This design comes from an exercise in tuning for small area on the open sky130 flow, not from production work.
Only simulation tests tie the RTL to the original design; equivalence was not proved.
Power and IR drop assume default switching activity.

==> v7: inputs <==
==> flow/design.v (excerpt) <==
module ipc_doorbell (
    input             clk,
    input             rst,
    input             op_valid,
    input      [31:0] op_td,
    input      [63:0] op_wdata,
    output reg        rd_valid,
    output     [63:0] rd_data,
    output reg        diag_width,
    output reg        diag_range,
    output            host_irq,
    output            dsp_irq_ipc,
    output     [3:0]  dsp_irq_lvl,
    output     [3:0]  h2d_count,
    output     [3:0]  d2h_count,
    output reg        h2d_open,
    output reg        d2h_open
);
Settings: LEC_CHECK=0, ABC_AREA=1, CAP_MARGIN=20, CORE_MARGIN=2, CORE_UTILIZATION=50, CTS_BUF_LIST=sky130_fd_sc_hd__clkbuf_16, CTS_CLUSTER_DIAMETER=90, CTS_CLUSTER_SIZE=28, PLACE_DENSITY=0.6, SLEW_MARGIN=20; clock period 10.0 ns.
standard.sh (not shown) runs the stock make flow with config.mk's settings and CLKGATE_MAP_FILE= SYNTH_SCRIPT=/design/flow/synth_recipe.tcl, a recipe that flattens the netlist after the stock synthesis.
==> flow/flow/run.sh <==
#!/bin/bash
# Own layout flow: the standard synthesis, then the combinational logic is
# mapped again with an area-oriented ABC script (registers untouched), checked
# for equivalence, and laid out with the standard flow.
# Each tool's full output goes to a log file of its own in this folder.
set -euo pipefail
W=$(pwd)
F=$W/flow
Y=$FLOW_HOME/../tools/install/yosys/bin
LIB=$FLOW_HOME/platforms/sky130hd/lib/sky130_fd_sc_hd__tt_025C_1v80.lib
R=$W/orfs/results/sky130hd/ipc_doorbell/base

# 1. Standard synthesis (unchanged).
bash standard.sh synth > $W/synth_standard.log 2>&1
cp $R/1_2_yosys.v $W/synth_standard.v

# 2. Remap the combinational logic; flip-flop instances stay as they are.
python3 $F/libfunc.py $LIB $W/dont_use.txt > $W/cells.v
cat > $W/remap.ys <<EOY
read_verilog $W/cells.v
read_verilog $W/synth_standard.v
hierarchy -top $FLOW_TOP
flatten
rename -hide w:*.*
read_liberty -lib -overwrite $LIB
techmap
opt -fast
setundef -zero
abc -D 10000 -liberty $LIB $(cat $W/dont_use.txt) -script $F/remap.abc
opt_clean -purge
hilomap -singleton -hicell sky130_fd_sc_hd__conb_1 HI -locell sky130_fd_sc_hd__conb_1 LO
insbuf -buf sky130_fd_sc_hd__buf_4 A X
splitnets
opt_clean -purge
check -assert -mapped
tee -o $W/remap_stat.txt stat -liberty $LIB
write_verilog -noattr -nohex -nodec $W/synth_remap.v
EOY
use_remap=0
if $Y/yosys -s $W/remap.ys > $W/remap.log 2>&1; then
  # 3. Combinational equivalence, with every flip-flop cut into ports.
  python3 $F/cut.py $W/synth_standard.v $W/cec_gold.v
  python3 $F/cut.py $W/synth_remap.v $W/cec_gate.v
  for x in gold gate; do
    $Y/yosys -p "read_verilog $W/cells.v; read_verilog $W/cec_$x.v; hierarchy -top $FLOW_TOP; flatten; techmap; opt -fast; aigmap; write_aiger -zinit $W/cec_$x.aig" > $W/cec_$x.log 2>&1
  done
  $Y/yosys-abc -c "cec $W/cec_gold.aig $W/cec_gate.aig" > $W/cec.log 2>&1 || true
  if grep -q "Networks are equivalent" $W/cec.log && ! grep -q "lpflow\|probe" $W/synth_remap.v; then
    use_remap=1
  fi
fi
if [[ $use_remap == 1 ]]; then
  echo "using the remapped netlist" > $W/remap_used.txt
  cp $W/synth_remap.v $R/1_2_yosys.v
else
  echo "remap failed or not equivalent: standard netlist kept" > $W/remap_used.txt
fi

# 4. Layout: the standard flow from the netlist on.
bash standard.sh \
  "BUFFER_PORTS_ARGS=-buffer_cell sky130_fd_sc_hd__buf_1" \
  "CTS_ARGS=-sink_clustering_enable -repair_clock_nets -sink_clustering_size 28 -sink_clustering_max_diameter 90 -buf_list sky130_fd_sc_hd__clkbuf_16 -dont_use_dummy_load" \
  finish > $W/layout.log 2>&1
Other scripts of this flow, unchanged in this note and not shown: flow/flow/cut.py, flow/flow/libfunc.py, flow/flow/remap.abc
==> inputs of v32, as changes to v7 <==
--- a/flow/design.v
+++ b/flow/design.v
@@ -1,26 +1,27 @@
 module ipc_chan (
     input             clk,
     input             rst,
     input             flush,
-    input      [3:0]  offer,       
+    input      [2:0]  push_n,      
     input      [1:0]  kind0,
     input             db,
     input      [31:0] val,
     input             pop,
     input             sel,         
     output     [34:0] head,        
     output reg [3:0]  count
 );
     localparam CAP = 8;
     reg [2:0] rd_ptr;
-    wire [3:0] acc_th = offer & {count < 4'd5, count < 4'd6, count < 4'd7, count < 4'd8};
-    wire [2:0] accept = {2'd0, acc_th[0]} + {2'd0, acc_th[1]} + {2'd0, acc_th[2]} + {2'd0, acc_th[3]};
+    wire [3:0] space  = CAP - count;
+    wire [2:0] accept = (push_n > space) ? space[2:0] : push_n;
     wire [2:0] tail   = rd_ptr + count[2:0];
     wire [7:0] t_oh   = 8'd1 << tail;
+    wire [3:0] acc_th = {accept >= 3'd4, accept >= 3'd3, accept >= 3'd2, accept >= 3'd1};
     wire [34:0] rd_term [0:CAP-1];
     genvar e;
     generate
         for (e = 0; e < CAP; e = e + 1) begin : g_ent
             reg  [1:0]  kind;
             reg         edb;
             reg  [31:0] v;
@@ -82,18 +83,24 @@
                            (opc == 4'd0 || opc == 4'd1);
     wire        side     = port[0];
     wire        blk1     = (f_b == 4'd1);
     wire        has_view = (f_b == 4'd0) || (blk1 && side);
     wire        w4       = (f_a == 4'd4);
     wire        w8       = (f_a == 4'd8);
     wire [3:0]  wi       = off[5:2];
-    wire        hi_zero  = (off[15:6] == 10'd0);    
-    wire bad_w  = !(w4 || w8) || (off[1:0] != 2'd0) ||
-                  (w8 && has_view && hi_zero && (blk1 || wi <= 4'd9));
-    wire bad_r  = !has_view || !hi_zero || (w8 && (wi == 4'd15));
+    wire [16:0] off4     = {1'b0, off} + 17'd4;
+    wire [3:0]  wi4      = off4[5:2];
+    function automatic tagged0(input [3:0] w);
+        tagged0 = (w == 4'd0) || (w == 4'd1) || (w == 4'd2) || (w == 4'd4) ||
+                  (w == 4'd5) || (w == 4'd6) || (w == 4'd8) || (w == 4'd9);
+    endfunction
+    wire tag_off  = has_view && (off  < 16'h40) && (blk1 || tagged0(wi));
+    wire tag_off4 = has_view && (off4 < 17'h40) && (blk1 || tagged0(wi4));
+    wire bad_w  = !(w4 || w8) || (off[1:0] != 2'd0) || (w8 && (tag_off || tag_off4));
+    wire bad_r  = !has_view || (off[15:6] != 10'd0) || (w8 && (wi == 4'd15));
     wire acc_ok = is_mmio && !bad_w && !bad_r;
     wire rd_ok  = acc_ok && (opc == 4'd0);
     wire wr_ok  = acc_ok && (opc == 4'd1);
     wire wr0    = wr_ok && !blk1;           
     wire wr1    = wr_ok && blk1;            
     wire [31:0] lo = op_wdata[31:0];
     wire [31:0] hi = op_wdata[63:32];
@@ -107,40 +114,40 @@
     wire rst_h0    = is_rst_op && (f_a == 4'd0) && (f_b == 4'd0);
     wire rst_d0    = is_rst_op && (f_a == 4'd1) && (f_b == 4'd0);
     wire rst_d1    = is_rst_op && (f_a == 4'd1) && (f_b == 4'd1);
     wire is_src    = op_valid && (port == 4'd2) && (opc == 4'd0 || opc == 4'd1);
     wire src_set   = (opc == 4'd0);
     wire        cmd_wr = wr0 && w4 && (wi == 4'd0 || wi == 4'd4);
     wire        csr_wr = wr0 && w4 && (wi == 4'd8);
-    wire [3:0]  tx_th  = {cmd_wr && lo[0] && lo[1], cmd_wr && (lo[0] || lo[1]),
-                          cmd_wr, cmd_wr || csr_wr};
+    wire [2:0]  tx_n   = cmd_wr ? 3'd2 + {2'd0, lo[0]} + {2'd0, lo[1]} :
+                         csr_wr ? 3'd1 : 3'd0;
     wire [34:0] h2d_head, d2h_head;
     ipc_chan u_h2d (
         .clk    (clk),
         .rst    (rst),
         .flush  (close_op && ch_dsp),
-        .offer  ((!side && h2d_open) ? tx_th : 4'd0),
+        .push_n ((!side && h2d_open) ? tx_n : 3'd0),
         .kind0  ({csr_wr, 1'b1}),
         .db     (wi[2]),
         .val    (lo),
         .pop    (deliver && ch_dsp),
-        .sel    (deliver && ch_dsp && !rst),
+        .sel    (ch_dsp),
         .head   (h2d_head),
         .count  (h2d_count)
     );
     ipc_chan u_d2h (
         .clk    (clk),
         .rst    (rst),
         .flush  (close_op && ch_host),
-        .offer  ((side && d2h_open) ? tx_th : 4'd0),
+        .push_n ((side && d2h_open) ? tx_n : 3'd0),
         .kind0  ({csr_wr, 1'b1}),
         .db     (wi[2]),
         .val    (lo),
         .pop    (deliver && ch_host),
-        .sel    (deliver && ch_host && !rst),
+        .sel    (ch_host),
         .head   (d2h_head),
         .count  (d2h_count)
     );
     always @(posedge clk) begin
         if (rst) begin
             h2d_open <= 1'b1;
             d2h_open <= 1'b1;
@@ -159,17 +166,18 @@
     wire        dlv_db   = dlv_msg[32];
     wire [31:0] dlv_val  = dlv_msg[31:0];
     wire        dlv_echo = dlv && (dlv_kind != 2'd0);
     wire        dlv_irq  = dlv && (dlv_kind == 2'd0);
     wire [31:0] view [0:31];
     wire zero_any = rst || rst_h0 || rst_d0;
     wire sts_wi   = (wi == 4'd1) || (wi == 4'd5);
-    wire        use_w = !zero_any && !deliver;
-    wire [31:0] be = dlv_val | ({32{use_w}} & ((w8 && wi[0]) ? hi : lo));
-    wire [31:0] bo = dlv_val | ({32{use_w && !sts_wi}} & ((w8 && !wi[0]) ? hi : lo));
+    wire [31:0] be = zero_any ? 32'd0 : dlv_echo ? dlv_val :
+                     (w8 && wi[0]) ? hi : lo;
+    wire [31:0] bo = zero_any ? 32'd0 : dlv_echo ? dlv_val :
+                     sts_wi ? 32'd0 : (w8 && !wi[0]) ? hi : lo;
     genvar gs, gi;
     generate
         for (gs = 0; gs < 2; gs = gs + 1) begin : g_side
             wire zero_s = rst || (gs == 0 ? rst_h0 : rst_d0);
             wire own    = wr0 && (side == gs);
             for (gi = 0; gi < 16; gi = gi + 1) begin : g_word
                 wire        hit_lo = own && (wi == gi);
--- a/flow/flow/run.sh
+++ b/flow/flow/run.sh
@@ -55,9 +55,9 @@
 else
   echo "remap failed or not equivalent: standard netlist kept" > $W/remap_used.txt
 fi
 
 # 4. Layout: the standard flow from the netlist on.
 bash standard.sh \
   "BUFFER_PORTS_ARGS=-buffer_cell sky130_fd_sc_hd__buf_1" \
-  "CTS_ARGS=-sink_clustering_enable -repair_clock_nets -sink_clustering_size 28 -sink_clustering_max_diameter 90 -buf_list sky130_fd_sc_hd__clkbuf_16 -dont_use_dummy_load" \
+  "CTS_ARGS=-sink_clustering_enable -repair_clock_nets -sink_clustering_size 24 -sink_clustering_max_diameter 80 -buf_list sky130_fd_sc_hd__clkbuf_16 -dont_use_dummy_load" \
   finish > $W/layout.log 2>&1
Settings changed: CTS_CLUSTER_DIAMETER 90 to 80, CTS_CLUSTER_SIZE 28 to 24.
==> flow_summary.yaml <==
cells_and_area:
  clock_tree_area_fraction: 0.0259
  multi_input_area_share: 0.185
power:
  pg_clk_mw: 3.10
  peakVddDrop_uv: 117
drt:
  wl_um: 193000
clocking:
  cts_buffers: 67
status:
  outcome: "finished clean"
synth:
  synth_nets: 3478
timing:
  post-route-min-period_ns: 7.63
-- figures above: v7

==> flow_summary.yaml <==
timing:
  post-route-min-period_ns: 9.30
  rsz0062_at_grt: "no"
  maxSlewViolCount: 0
power:
  peakVddDrop_uv: 119
  pg_clk_mw: 3.32
global_routing:
  met1_usage: 0.465
cells_and_area:
  multi_input_area_share: 0.190
drt:
  wl_um: 202000
clocking:
  cts_buffers: 76
status:
  outcome: "finished clean"
synth:
  yosysWarnings: 2
-- figures above: v32

==> afterwards: timing with drivers on the ports <==
The flow's constraints put no driver on any port. The routed layouts listed below were extracted and timed again, unchanged, in two steps. Step 1 assumes that a clkbuf_16 drives the clock port and a buf_2 every other input. Step 2 times the ports against the registers' clock, not the clock port: input delays grow and output delays shrink by t, the midpoint of the rising clock arrivals with the driver on. Three values: ideal, step 1, step 2; two values: the first two.
run	shift t [ns]	setup WS [ns]	worst setup path at the end	latest minus earliest clock arrival (ns)	pins driven straight from the clock port
v7	0.734	2.370 / 2.300 / 2.409	input to register	0.060 / 0.060	1
v32	0.760	0.701 / 0.717 / -0.043	input to register	0.066 / 0.066	1
With both steps, setup timing fails in v32, where it was met with ideal ports. The setup slack of v32, which loses most, moves by +0.016 ns with the drivers and by -0.744 ns with both steps.
